Context: an optimization exercise on an open-source flow, tuned for small area. The choices shown serve that exercise and are no tape-out recipe.
In this exercise RTL edits were held to simulation tests only and were not proved equivalent to the original.
Power figures rest on the tool's default switching activity, not on a simulated workload.

oak:
==> flow/design.v (excerpt) <==
module luxcp #(
    parameter [7:0] CMD_RESULT          = 8'h00,
    parameter [7:0] CMD_CONFIG          = 8'h01,
    parameter [7:0] CMD_LOW_LIMIT       = 8'h02,
    parameter [7:0] CMD_HIGH_LIMIT      = 8'h03,
    parameter [7:0] CMD_MANUFACTURER_ID = 8'h7E,
    parameter [7:0] CMD_DEVICE_ID       = 8'h7F,
    parameter [7:0] POLL_MAX_ATTEMPTS   = 8'd250
) (
    input  wire        clk,
    input  wire        rst,
    input  wire [6:0]  cfg_addr,
    input  wire        req_valid,
    output wire        req_ready,
    input  wire [3:0]  req_op,
    input  wire [31:0] req_arg,
    output wire        rsp_valid,
    input  wire        rsp_ready,
    output wire [31:0] rsp_value,
    output wire [1:0]  rsp_err_class,
    output wire [15:0] rsp_err_code,
    output wire        busy,
    output wire [6:0]  st_addr,
    output wire [31:0] st_result_lux,
    output wire [31:0] st_high_lux,
    output wire [31:0] st_low_lux,
    output wire [17:0] st_result_err,
    output wire [17:0] st_high_err,
    output wire [17:0] st_low_err,
    output wire [15:0] st_config,
    output wire        tp_req,
    output wire [2:0]  tp_prim,
    output wire [6:0]  tp_addr,
    output wire [7:0]  tp_wdata,
    input  wire        tp_ack,
    input  wire [7:0]  tp_rdata
);
Size in the first run: ~990 cells after synthesis, ~170 flip-flops, roughly 300 I/O pins, roughly 0.0099 mm^2 of cells after synthesis.
clock: 30.0 ns
lec_check: 0
abc_clock_period_in_ps: 200000
cap_margin: 0
core_margin: 2
core_utilization: 40
gpl_timing_driven: 0
slew_margin: 0
standard.sh (not shown) runs the stock make flow with config.mk's settings and CLKGATE_MAP_FILE= SYNTH_SCRIPT=/design/flow/synth_recipe.tcl, a recipe that flattens the netlist after the stock synthesis.
==> flow/flow/run.sh <==
#!/bin/bash
set -euo pipefail
export BUFFER_PORTS_ARGS="-buffer_cell sky130_fd_sc_hd__buf_1"
export REMOVE_ABC_BUFFERS=1
export CTS_ARGS="-sink_clustering_enable -repair_clock_nets -dont_use_dummy_load -buf_list sky130_fd_sc_hd__clkbuf_8 -sink_clustering_size 20 -sink_clustering_max_diameter 60"
bash standard.sh > standard_flow.log 2>&1
> inputs changed (oak -> pine)
# oak
export LEC_CHECK = 0
export ABC_CLOCK_PERIOD_IN_PS = 200000
export CAP_MARGIN = 0
export CORE_MARGIN = 2
export CORE_UTILIZATION = 40
export GPL_TIMING_DRIVEN = 0
export SLEW_MARGIN = 0
create_clock -name core_clock -period 30.0 [get_ports {clk}]
# pine
export LEC_CHECK = 0
export CAP_MARGIN = 0
export CORE_MARGIN = 2
export CORE_UTILIZATION = 60
export GPL_TIMING_DRIVEN = 0
export SLEW_MARGIN = 0
create_clock -name core_clock -period 30.0 [get_ports {clk}]
==> flow/flow/run.sh <==
#!/bin/bash
set -euo pipefail
export BUFFER_PORTS_ARGS="-buffer_cell sky130_fd_sc_hd__buf_1"
export REMOVE_ABC_BUFFERS=1
export RECOVER_POWER=100
export POST_GLOBAL_ROUTE_TCL="$PWD/flow/post_grt.tcl"
export CTS_ARGS="-sink_clustering_enable -repair_clock_nets -dont_use_dummy_load -buf_list sky130_fd_sc_hd__clkbuf_8 -sink_clustering_size 20 -sink_clustering_max_diameter 60"
bash standard.sh > standard_flow.log 2>&1
==> flow/flow/post_grt.tcl (new file) <==
# Sourced by ORFS at the end of global route (POST_GLOBAL_ROUTE_TCL).
# Power recovery (RECOVER_POWER) downsizes non-critical gates; repair the
# max-slew and max-capacitance violations that this can leave, then
# legalize and reroute the changed nets.
global_route -start_incremental
repair_design_helper
detailed_placement
global_route -end_incremental
estimate_parasitics -global_routing
report_design_area
### Flow results
pine closes out successfully: all stages finished, all timing, DRC and antenna checks passed.
Standard cell area after detailed placement, oak and pine: smaller value in pine
[pine vs oak] cell leakage power: lower in pine
Clock power came out lower on pine than on oak.
Sequential share of cell area for pine: 1.2 points up relative to oak
Looking only at first-iteration DRC count, and setting everything else aside, the lower value of oak and pine goes to oak.
On sequential cell count, oak tracks pine almost exactly.
Higher global-route usage among oak and pine: pine
The setup slack of pine is smaller than that of oak.
On pine: logic depth of the worst register-to-register path is 1 lower than what oak gave.
What birch does differently from pine at the input level:
# pine
export LEC_CHECK = 0
export CAP_MARGIN = 0
export CORE_MARGIN = 2
export CORE_UTILIZATION = 60
export GPL_TIMING_DRIVEN = 0
export SLEW_MARGIN = 0
create_clock -name core_clock -period 30.0 [get_ports {clk}]
# birch
export LEC_CHECK = 0
export CAP_MARGIN = 0
export CORE_MARGIN = 2
export CORE_UTILIZATION = 40
export GPL_TIMING_DRIVEN = 0
export SLEW_MARGIN = 0
create_clock -name core_clock -period 30.0 [get_ports {clk}]
==> flow/flow/run.sh <==
#!/bin/bash
set -euo pipefail
export BUFFER_PORTS_ARGS="-buffer_cell sky130_fd_sc_hd__buf_1"
export REMOVE_ABC_BUFFERS=1
export CTS_ARGS="-repair_clock_nets -dont_use_dummy_load -buf_list sky130_fd_sc_hd__clkbuf_8"
bash standard.sh > standard_flow.log 2>&1
removed: flow/flow/post_grt.tcl
Relative to pine, birch degrades global-route wire length before repair. [compare] base=pine new=birch: cell area went up; synthesis-to-finish area growth rose 2.8 points. birch has register-to-register slack above what pine had. Last weighted congestion value of the routability-driven placer across pine and birch: no real change. Reported for pine and birch, residual antenna-violating net count after detailed routing turned out identical to the last digit. Clock input transition at the sequential cells of the worst setup and hold paths: birch > pine. Compared to pine, birch reaches a higher achievable clock. Comparing pine and birch, the lower net switching share of the total power was measured on pine. Summary: with pine as the reference, cell count after placement in birch moved up by a little under 10%.
Input changes introduced in maple (baseline for comparison: birch):
==> flow/flow/run.sh <==
#!/bin/bash
set -euo pipefail
export BUFFER_PORTS_ARGS="-buffer_cell sky130_fd_sc_hd__buf_1"
export REMOVE_ABC_BUFFERS=1
export RECOVER_POWER=100
export POST_GLOBAL_ROUTE_TCL="$PWD/flow/post_grt.tcl"
export CTS_ARGS="-sink_clustering_enable -repair_clock_nets -dont_use_dummy_load -buf_list sky130_fd_sc_hd__clkbuf_8 -sink_clustering_size 20 -sink_clustering_max_diameter 60"
bash standard.sh > standard_flow.log 2>&1
==> flow/flow/post_grt.tcl (new file) <==
# Sourced by ORFS at the end of global route (POST_GLOBAL_ROUTE_TCL).
# Power recovery (RECOVER_POWER) downsizes non-critical gates; repair the
# max-slew and max-capacitance violations that this can leave, then
# legalize and reroute the changed nets.
global_route -start_incremental
repair_design_helper
detailed_placement
global_route -end_incremental
estimate_parasitics -global_routing
report_design_area
## What came out
Setup slack in maple is 0.044 ns lower than in birch
Comparing share of power burned in the clock network for maple and birch, the bigger number came from maple.
Going from birch to maple, fraction of final layout cells sized beyond drive strength 1 shrinks by 1.4 points.
Core util | maple vs birch | maple lower
maple vs birch, post-route minimum period went up by 0.044 ns.
Compared with birch, in maple routed wire length ~0 delta, clock-pin slew on the worst setup and hold paths held steady, routed length on met2 about even.
Between birch and maple, the worst hold slack after final layout figures differ only marginally.
Any difference in final routed wire length divided by cell count between birch and maple is small enough to ignore.
Setup changes, maple to cedar
==> flow/flow/run.sh <==
#!/bin/bash
set -euo pipefail
export BUFFER_PORTS_ARGS="-buffer_cell sky130_fd_sc_hd__buf_1"
export REMOVE_ABC_BUFFERS=1
export CTS_ARGS="-sink_clustering_enable -repair_clock_nets -dont_use_dummy_load -buf_list sky130_fd_sc_hd__clkbuf_8 -sink_clustering_size 20 -sink_clustering_max_diameter 60"
bash standard.sh > standard_flow.log 2>&1
removed: flow/flow/post_grt.tcl
Net switching component of the power delta (cedar − maple): unfavourable
Lower time the worst path needs with I/O delays and setup among maple and cedar: cedar
As far as share of synthesized flip-flops with an asynchronous set or reset goes, cedar and maple are indistinguishable; the numbers are identical.
When the final numbers for maple and cedar were put side by side, the fraction of area in registers turned out to be greater in maple.
The proportion of total power due to net switching number comes out higher for maple vs cedar.
Going from maple to cedar, the post-layout total power was found to have gone up by about 1%.
Relative to maple, utilization has increased by 0.65 points in cedar.
Re global-route usage: no difference whatsoever between cedar and maple.
Cell count across maple and cedar: no real change.

[separate check: timing with driven ports]
No port has a modelled driver above. Below, the same layouts with a new extraction and two added sets of constraints.
Step 1, drivers: a clkbuf_16 drives clk and a buf_2 each remaining input, both assumed.
Step 2 adds t to the input delays and takes it off the output delays; t is the mean of the earliest and latest rising clock arrival at the registers after step 1. Input paths then give back, and output paths get back, about the clock's delay inside the block.
Three values: ideal ports, drivers, drivers and shift; two values: the first two.
run | shift t [ns] | slack for setup (ns) | worst setup path at the end | latest minus earliest clock arrival (ns)
oak | 0.486 | 17.003 / 16.980 / 16.980 | input to output | 0.041 / 0.041
pine | 0.483 | 16.879 / 16.858 / 16.858 | input to output | 0.038 / 0.038
birch | 0.486 | 17.003 / 16.980 / 16.980 | input to output | 0.041 / 0.041
maple | 0.485 | 16.959 / 16.939 / 16.939 | input to output | 0.040 / 0.040
cedar | 0.486 | 17.003 / 16.980 / 16.980 | input to output | 0.041 / 0.041
After both steps setup and hold are still met in every run listed.
